Context: an optimization exercise on an open-source flow, tuned for small area, a short achievable clock period and few clock cycles per item. The choices shown serve that exercise and are no tape-out recipe. Where RTL was checked, it was by simulation tests only, not by an equivalence proof against the original. Power is estimated from default activity; no workload was simulated.

## bcta
module bcta (
    input  wire        clk,
    input  wire        rst,
    input  wire        cmd_valid,
    output wire        cmd_ready,
    input  wire [63:0] cmd,
    output wire        rsp_valid,
    input  wire        rsp_ready,
    output wire [39:0] rsp
);
clock: 10.0 ns
lec_check: 0
cap_margin: 20
core_margin: 2
core_utilization: 65
cts_buf_list: sky130_fd_sc_hd__clkbuf_8
cts_cluster_diameter: 45
cts_cluster_size: 16
slew_margin: 20
synth_hierarchical: 1
standard.sh (not shown) runs the stock make flow with config.mk's settings and CLKGATE_MAP_FILE= SYNTH_SCRIPT=/design/flow/synth_recipe.tcl, a recipe that flattens the netlist after the stock synthesis.
==> flow/flow/run.sh <==
#!/bin/bash
set -euo pipefail
bash standard.sh SETUP_SLACK_MARGIN=6.0 'BUFFER_PORTS_ARGS=-buffer_cell sky130_fd_sc_hd__buf_2' finish > standard.log 2>&1
Testbench counts at the start, summed over its fixed seeds: cycles 15,421, items 15,405.
==> next run, changes <==
- CORE_UTILIZATION: 65 -> 75
Outcome: Utilization grows by 11 points. Clock power shrinks by about 2%. Worst setup slack gets worse by 320 ps. Worst hold slack gets better by 32 ps.
==> next run, changes <==
==> flow/flow/run.sh (replaced) <==
#!/bin/bash
set -euo pipefail
bash standard.sh SETUP_SLACK_MARGIN=5.8 finish > standard.log 2>&1
- CORE_UTILIZATION: 75 -> 50
=> The new run completed with no timing, DRC or antenna violations; global-route usage goes down by 16 points; hold slack degrades by 33 ps; fmax goes up by 5.6%; wire length goes down by 2.5%; count of clock-buffer cells in the layout goes up by 11; sequential power is about the same; synthesized cell count is unchanged.

== job 101 ==
Another version of the RTL of bcta (not shown whole).
Size in the first run: about 2600 cells after synthesis, ~110 I/O pins, about 0.034 sq mm of cells after synthesis.
export LEC_CHECK = 0
export CAP_MARGIN = 20
export CORE_MARGIN = 2
export CORE_UTILIZATION = 50
export CTS_BUF_LIST = sky130_fd_sc_hd__clkbuf_8
export CTS_CLUSTER_DIAMETER = 45
export CTS_CLUSTER_SIZE = 16
export SLEW_MARGIN = 20
export SYNTH_HIERARCHICAL = 1
create_clock -name core_clock -period 10.0 [get_ports {clk}]
==> flow/flow/run.sh <==
#!/bin/bash
set -euo pipefail
bash standard.sh SETUP_SLACK_MARGIN=5.9 'BUFFER_PORTS_ARGS=-buffer_cell sky130_fd_sc_hd__buf_2' finish > standard.log 2>&1
Job 101: done, clean on timing, DRC and antenna
Testbench counts of job 101, summed over its fixed seeds: cycles 15,421, items 15,405.
diff inputs: job 101 => job 102
Settings: CTS_CLUSTER_DIAMETER changed from 45 to 50; CTS_CLUSTER_SIZE changed from 16 to 20; CORE_UTILIZATION changed from 50 to 65.
==> flow/flow/run.sh <==
#!/bin/bash
set -euo pipefail
bash standard.sh SETUP_SLACK_MARGIN=6.2 'BUFFER_PORTS_ARGS=-buffer_cell sky130_fd_sc_hd__buf_2' finish > standard.log 2>&1
==> comparison <==
- The final layout from job 102, which completed every stage, passed the timing, DRC and antenna checks at the end of the flow.
- Job 101 ended with every stage complete and zero timing, DRC or antenna violations.
- Changes observed in job 102 relative to job 101: transition at the pin with the smallest max-transition slack moved down; fmax went down by about 2%; area growth from synthesis to layout now larger; sum of internal, switching and leakage power went down.
- For job 101, the highest metal layer with signal wires was met4, unlike job 102, where it was met5.
- Between job 101 and job 102, the flow reports wire length increasing by a few percent.
Edits applied to the flow inputs when going from job 102 to job 103:
Settings: CTS_CLUSTER_SIZE changed from 20 to 16; CTS_CLUSTER_DIAMETER changed from 50 to 45.
==> flow/flow/run.sh <==
#!/bin/bash
set -euo pipefail
bash standard.sh SETUP_SLACK_MARGIN=6.0 'BUFFER_PORTS_ARGS=-buffer_cell sky130_fd_sc_hd__buf_2' finish > standard.log 2>&1
- Job 103: no failed stages, no open violations at the end
- The count of clock-buffer cells in the layout reported for job 103 is greater than that of job 102 by 13.
- Count of buffers not belonging to the clock network in the layout: job 102 and job 103 compared, higher one is job 102
- NOTE: achievable clock frequency in job 103 exceeds that of job 102
- | final HPWL from detailed placement | job 103 vs job 102 | ≈ equal |
- Job 103 packs its core looser than job 102.
- Number of buffers inserted to repair setup after CTS: job 103 vs job 102 down about 50%
- Worst slew margin relative to its limit: job 103 vs job 102 down 1.5 points
- Share of cell area taken by muxes after synthesis came out exactly the same in job 102 and job 103.
- Across both runs, minimum period implied by the final worst setup slack was lower for job 103 than for job 102.

== Q ==
bcta, a different RTL version from the one above (not shown whole).
Size in the first run: about 2600 cells after synthesis, about 700 flip-flops, roughly 110 I/O pins.
export LEC_CHECK = 0
export ABC_CLOCK_PERIOD_IN_PS = 4000
export CAP_MARGIN = 20
export CORE_MARGIN = 2
export CORE_UTILIZATION = 50
export CTS_BUF_LIST = sky130_fd_sc_hd__clkbuf_8
export SETUP_SLACK_MARGIN = 5
export SLEW_MARGIN = 20
export SYNTH_HIERARCHICAL = 1
create_clock -name core_clock -period 10.0 [get_ports {clk}]
run.sh (not shown) runs the stock make flow with config.mk's settings and CLKGATE_MAP_FILE= SYNTH_SCRIPT=/design/flow/synth_recipe.tcl, a recipe that flattens the netlist after the stock synthesis.
Stock flow here: none of the scripts above is used.
Testbench counts of Q, summed over its fixed seeds: cycles 15,421, items 15,405.
[inputs] P vs Q
- a change of CTS_BUF_LIST from sky130_fd_sc_hd__clkbuf_8 to sky130_fd_sc_hd__clkbuf_4
==> comparison <==
P: no failed stages, no open violations at the end
Power per cell area up about 0.9% in P wrt Q
P vs. Q: clock period minus final worst setup slack went down by 0.010 ns.
Per the comparison of P with Q, setup slack shows an increase of 0.010 ns, met1 routing resource usage after global routing shows no meaningful change.

bcta, a different RTL version from the one above (not shown whole).
Size: roughly 710 flip-flops, about 110 I/O pins.
clock: 10.0 ns
lec_check: 0
cap_margin: 20
core_margin: 2
core_utilization: 50
cts_buf_list: sky130_fd_sc_hd__clkbuf_4
slew_margin: 20
synth_hierarchical: 1
standard.sh (not shown) runs the stock make flow with config.mk's settings and CLKGATE_MAP_FILE= SYNTH_SCRIPT=/design/flow/synth_recipe.tcl, a recipe that flattens the netlist after the stock synthesis.
==> flow/flow/run.sh <==
#!/bin/bash
set -euo pipefail
bash standard.sh SETUP_SLACK_MARGIN=5.6 finish > standard.log 2>&1
The first run passed the timing, DRC and antenna checks.
Testbench counts at the start, summed over its fixed seeds: cycles 15,421, items 15,405.
==> next run, changes <==
==> flow/run.sh (new file) <==
#!/bin/bash
# synth_recipe.tcl (not shown) runs the flow's synth.tcl, then flattens the netlist and writes it again
# the make line also repeats each setting of config.mk as NAME=value (left out here)
make -C /OpenROAD-flow-scripts/flow DESIGN_CONFIG=/design/flow/config.mk WORK_HOME=/design/flow/orfs CLKGATE_MAP_FILE= SYNTH_SCRIPT=/design/flow/synth_recipe.tcl finish
Settings changed: ABC_CLOCK_PERIOD_IN_PS set to 4000, SETUP_SLACK_MARGIN set to 5.
removed: flow/flow/run.sh
removed: flow/standard.sh
- register-to-register slack degrades by 0.57 ns
- count of clock-buffer cells in the layout is unchanged
- synthesized area stays the same
- power stays flat
- setup slack is worse by 0.57 ns
- utilization fell by 0.69 points
- cell area shrinks slightly
- routed wire length decreases slightly
==> next run, changes <==
==> flow/flow/run.sh (new file) <==
#!/bin/bash
set -euo pipefail
bash standard.sh SETUP_SLACK_MARGIN=6.0 finish > standard.log 2>&1
==> flow/standard.sh (new file) <==
#!/bin/bash
# synth_recipe.tcl (not shown) runs the flow's synth.tcl, then flattens the netlist and writes it again
# the make line also repeats each setting of config.mk as NAME=value (left out here)
make -C /OpenROAD-flow-scripts/flow DESIGN_CONFIG=/design/flow/config.mk WORK_HOME=/design/flow/orfs CLKGATE_MAP_FILE= SYNTH_SCRIPT=/design/flow/synth_recipe.tcl "${@:-finish}"
Settings changed: ABC_CLOCK_PERIOD_IN_PS 4000 to unset, SETUP_SLACK_MARGIN 5 to unset.
removed: flow/run.sh
Effect: The changed run completed with no timing, DRC or antenna violations; clock power barely changes; worst hold slack is better by 0.022 ns; setup slack is better by 0.79 ns; via count grows by 3.3%; cell area climbs by about 6%; clock skew hardly moves; power goes up by about 1.7%; fmax is higher by 19%; utilization went up by 3.4 points.

trial 49:
Another version of the RTL of bcta (not shown whole).
Size in the first run: roughly 2700 cells after synthesis, roughly 690 flip-flops, roughly 110 I/O pins, about 35000 µm² of cells after synthesis.
make LEC_CHECK=0 ABC_CLOCK_PERIOD_IN_PS=4000 CAP_MARGIN=20 CORE_MARGIN=2 CORE_UTILIZATION=50 SETUP_SLACK_MARGIN=5 SLEW_MARGIN=20 SYNTH_HIERARCHICAL=1 finish   # period 10.0 ns
run.sh (not shown) runs the stock make flow with config.mk's settings and CLKGATE_MAP_FILE= SYNTH_SCRIPT=/design/flow/synth_recipe.tcl, a recipe that flattens the netlist after the stock synthesis.
Stock flow here: none of the scripts above is used.
Trial 49: no failed stages, no open violations at the end
The following lists how trial 5 was set up differently from trial 49:
Settings: SETUP_SLACK_MARGIN no longer set, was 5.
==> flow/flow/run.sh (new file) <==
#!/bin/bash
set -euo pipefail
bash standard.sh SETUP_SLACK_MARGIN=6 finish > standard.log 2>&1
==> flow/standard.sh (new file) <==
#!/bin/bash
# synth_recipe.tcl (not shown) runs the flow's synth.tcl, then flattens the netlist and writes it again
# the make line also repeats each setting of config.mk as NAME=value (left out here)
make -C /OpenROAD-flow-scripts/flow DESIGN_CONFIG=/design/flow/config.mk WORK_HOME=/design/flow/orfs CLKGATE_MAP_FILE= SYNTH_SCRIPT=/design/flow/synth_recipe.tcl "${@:-finish}"
removed: flow/run.sh
Results
Trial 5 | stages: all done | timing, DRC, antenna: all pass. Clock latency at the later pin of the worst-skew pair: trial 5 vs trial 49, no meaningful difference. [trial 5 vs trial 49] fraction of the cycle the final worst path needs: lower in trial 5. The part of the total power dissipated in sequential elements in trial 5 was lower than what trial 49 gave. [diff] highest ir drop seen on vdd, trial 5 relative to trial 49: improvement. The estimated power of trial 5 ends up higher than the estimate for trial 49. Sort trial 5 and trial 49 by combinational fraction of design power, descending, and trial 5 comes first.
Function was not checked in any run of this note: the RTL went through the layout flow alone.

run 1:
RTL: one of the versions met above, not the one the previous note started from.
For scale: ~700 flip-flops, roughly 0.034 mm^2 of cells after synthesis.
clock: 10.0 ns
lec_check: 0
cap_margin: 20
core_margin: 2
core_utilization: 50
cts_buf_list: sky130_fd_sc_hd__clkbuf_8
cts_cluster_diameter: 45
cts_cluster_size: 16
slew_margin: 20
synth_hierarchical: 1
standard.sh (not shown) runs the stock make flow with config.mk's settings and CLKGATE_MAP_FILE= SYNTH_SCRIPT=/design/flow/synth_recipe.tcl, a recipe that flattens the netlist after the stock synthesis.
==> flow/flow/run.sh <==
#!/bin/bash
set -euo pipefail
bash standard.sh SETUP_SLACK_MARGIN=6.0 'BUFFER_PORTS_ARGS=-buffer_cell sky130_fd_sc_hd__buf_2' finish > standard.log 2>&1
Run 1 ended with every stage complete and zero timing, DRC or antenna violations.
Testbench counts of run 1, summed over its fixed seeds: cycles 15,421, items 15,405.
> inputs changed (run 1 -> run 2)
- CORE_UTILIZATION now 65, was 50
==> flow/flow/run.sh <==
#!/bin/bash
set -euo pipefail
bash standard.sh SETUP_SLACK_MARGIN=6.1 'BUFFER_PORTS_ARGS=-buffer_cell sky130_fd_sc_hd__buf_2' finish > standard.log 2>&1
==> notes.md <==
The run showing the greater ratio of final minimum period to clock period is run 1.
The maximum vdd drop in run 2 sits about 14% above the value recorded for run 1.
Clock-cell share of area was lower in the run labelled run 2.
Note that the number of tap instances recorded for run 1 amounts to 1.3 times the value seen in run 2.
Re total inserted antenna cells: no difference whatsoever between run 2 and run 1.
Number of global-route vias before repair on run 2 is down relative to run 1.
Looking at achievable clock frequency, run 2 sits 1.4% above run 1.
Summary: global-route wire length before repair, run 2 better than run 1
Going from run 1 to run 2, number of clock buffers in the layout shrank by a few percent.
Lower combinational power share was reported by run 1, not run 2.
The following lists how run 3 was set up differently from run 2:
- an added TNS_END_PERCENT of 30
==> flow/flow/run.sh <==
#!/bin/bash
set -euo pipefail
bash standard.sh SETUP_SLACK_MARGIN=6.0 'BUFFER_PORTS_ARGS=-buffer_cell sky130_fd_sc_hd__buf_2' finish > standard.log 2>&1
Findings:
Comparing run 3 and run 2, the higher core utilization is on run 2. Run 2 → run 3: simple-gate area share of the yosys netlist has remained practically unchanged, clock network fraction of design power has decreased, via count has decreased. Cell area after technology mapping came out exactly the same in run 3 and run 2. Of the two values seen for launch point of the critical path, cursor[3] was produced by run 2 and r_a[0] by run 3. Final worst slack for run 3 is lower than for run 2. Across both runs, detailed-route wire length on metal 1 was higher for run 3 than for run 2.

RTL: one of the versions met above, not the one the previous note started from.
Size: roughly 2,600 cells after synthesis, ~700 flip-flops, ~110 I/O pins, ~34,000 sq um of cells after synthesis.
// bcta
module bcta (
    input  wire        clk,
    input  wire        rst,
    input  wire        cmd_valid,
    output wire        cmd_ready,
    input  wire [63:0] cmd,
    output wire        rsp_valid,
    input  wire        rsp_ready,
    output wire [39:0] rsp
);
==> flow/config.mk <==
export PLATFORM = sky130hd
export DESIGN_NAME = bcta
export DESIGN_NICKNAME = bcta
export VERILOG_FILES = /design/flow/design.v
export SDC_FILE = /design/flow/constraint.sdc
export NUM_CORES = 4
export LEC_CHECK = 0
export CAP_MARGIN = 20
export CORE_MARGIN = 2
export CORE_UTILIZATION = 50
export CTS_BUF_LIST = sky130_fd_sc_hd__clkbuf_8
export CTS_CLUSTER_DIAMETER = 45
export CTS_CLUSTER_SIZE = 16
export SETUP_SLACK_MARGIN = 5
export SLEW_MARGIN = 20
export SYNTH_HIERARCHICAL = 1
==> flow/constraint.sdc <==
create_clock -name core_clock -period 10.0 [get_ports {clk}]
set_input_delay 2.0000 -clock core_clock [delete_from_list [all_inputs] [get_ports {clk}]]
set_output_delay 2.0000 -clock core_clock [all_outputs]
set_load 0.01 [all_outputs]
run.sh (not shown) runs the stock make flow with config.mk's settings and CLKGATE_MAP_FILE= SYNTH_SCRIPT=/design/flow/synth_recipe.tcl, a recipe that flattens the netlist after the stock synthesis.
Stock flow here: none of the scripts above is used.
Testbench counts at the start, summed over its fixed seeds: cycles 15,421, items 15,405.
Next try:
- ABC_CLOCK_PERIOD_IN_PS: unset -> 4000
- CTS_BUF_LIST: sky130_fd_sc_hd__clkbuf_8 -> unset
- CTS_CLUSTER_DIAMETER: 45 -> unset
- CTS_CLUSTER_SIZE: 16 -> unset
Outcome: Via count stays flat; die area does not change; sequential power hardly moves; core utilization goes up by 1.1 points; wire length stays flat; final cell count goes down slightly; global-route usage stays flat; clock skew goes down by 0.023 ns; total power goes up by roughly a tenth.

-- static timing again, ports no longer ideal --
How much do the figures lean on ideal ports? The routed layouts below were timed once more, with nothing changed but the port constraints. Step 1: set_driving_cell puts a clkbuf_16 on clk and a buf_2 on each other input, an assumption about the parent block. Step 2 times the ports against the registers' clock, not the clock port: input delays grow and output delays shrink by t, the midpoint of the rising clock arrivals with the driver on. Three values: ideal, step 1, step 2; two values: the first two.
run	t, ns	slack for setup (ns)	hold slack, ns	clock arrival spread, ns
the first run of note 1	0.738	5.838 / 5.838 / 5.438	0.472 / 0.472 / 0.472	0.047 / 0.046
the second run of note 1	0.785	5.515 / 5.515 / 5.365	0.504 / 0.504 / 0.504	0.055 / 0.055
the third run of note 1	0.744	5.751 / 5.751 / 5.142	0.470 / 0.470 / 0.470	0.042 / 0.041
job 101	0.758	5.796 / 5.796 / 5.509	0.470 / 0.470 / 0.470	0.052 / 0.051
job 102	0.783	5.713 / 5.713 / 5.686	0.492 / 0.492 / 0.492	0.034 / 0.034
job 103	0.751	5.858 / 5.858 / 5.448	0.473 / 0.473 / 0.473	0.056 / 0.056
Q	0.784	5.071 / 5.071 / 5.071	0.513 / 0.513 / 0.513	0.037 / 0.037
P	1.060	5.081 / 5.081 / 5.081	0.516 / 0.516 / 0.516	0.066 / 0.066
the first run of note 4	1.089	5.636 / 5.611 / 5.065	0.494 / 0.494 / 0.494	0.070 / 0.069
the second run of note 4	1.087	5.068 / 5.068 / 5.063	0.497 / 0.497 / 0.497	0.066 / 0.067
the third run of note 4	1.089	5.861 / 5.793 / 5.078	0.519 / 0.519 / 0.519	0.067 / 0.066
trial 49	0.684	4.936 / 4.936 / 4.935	0.511 / 0.511 / 0.511	0.032 / 0.032
trial 5	0.684	5.084 / 5.084 / 4.667	0.522 / 0.522 / 0.522	0.048 / 0.048
run 1	0.778	5.861 / 5.861 / 5.328	0.490 / 0.490 / 0.490	0.047 / 0.047
run 2	0.743	5.919 / 5.919 / 5.336	0.475 / 0.475 / 0.475	0.030 / 0.030
run 3	0.744	5.862 / 5.862 / 5.429	0.477 / 0.477 / 0.477	0.047 / 0.048
the first run of note 7	0.733	5.074 / 5.074 / 5.074	0.512 / 0.512 / 0.512	0.054 / 0.054
the second run of note 7	0.672	5.066 / 5.066 / 5.066	0.512 / 0.512 / 0.512	0.031 / 0.031
After both steps every run listed still meets setup and hold. For the third run of note 4, which loses most, drivers alone change the setup slack by -0.068 ns; drivers and shift together by -0.783 ns.
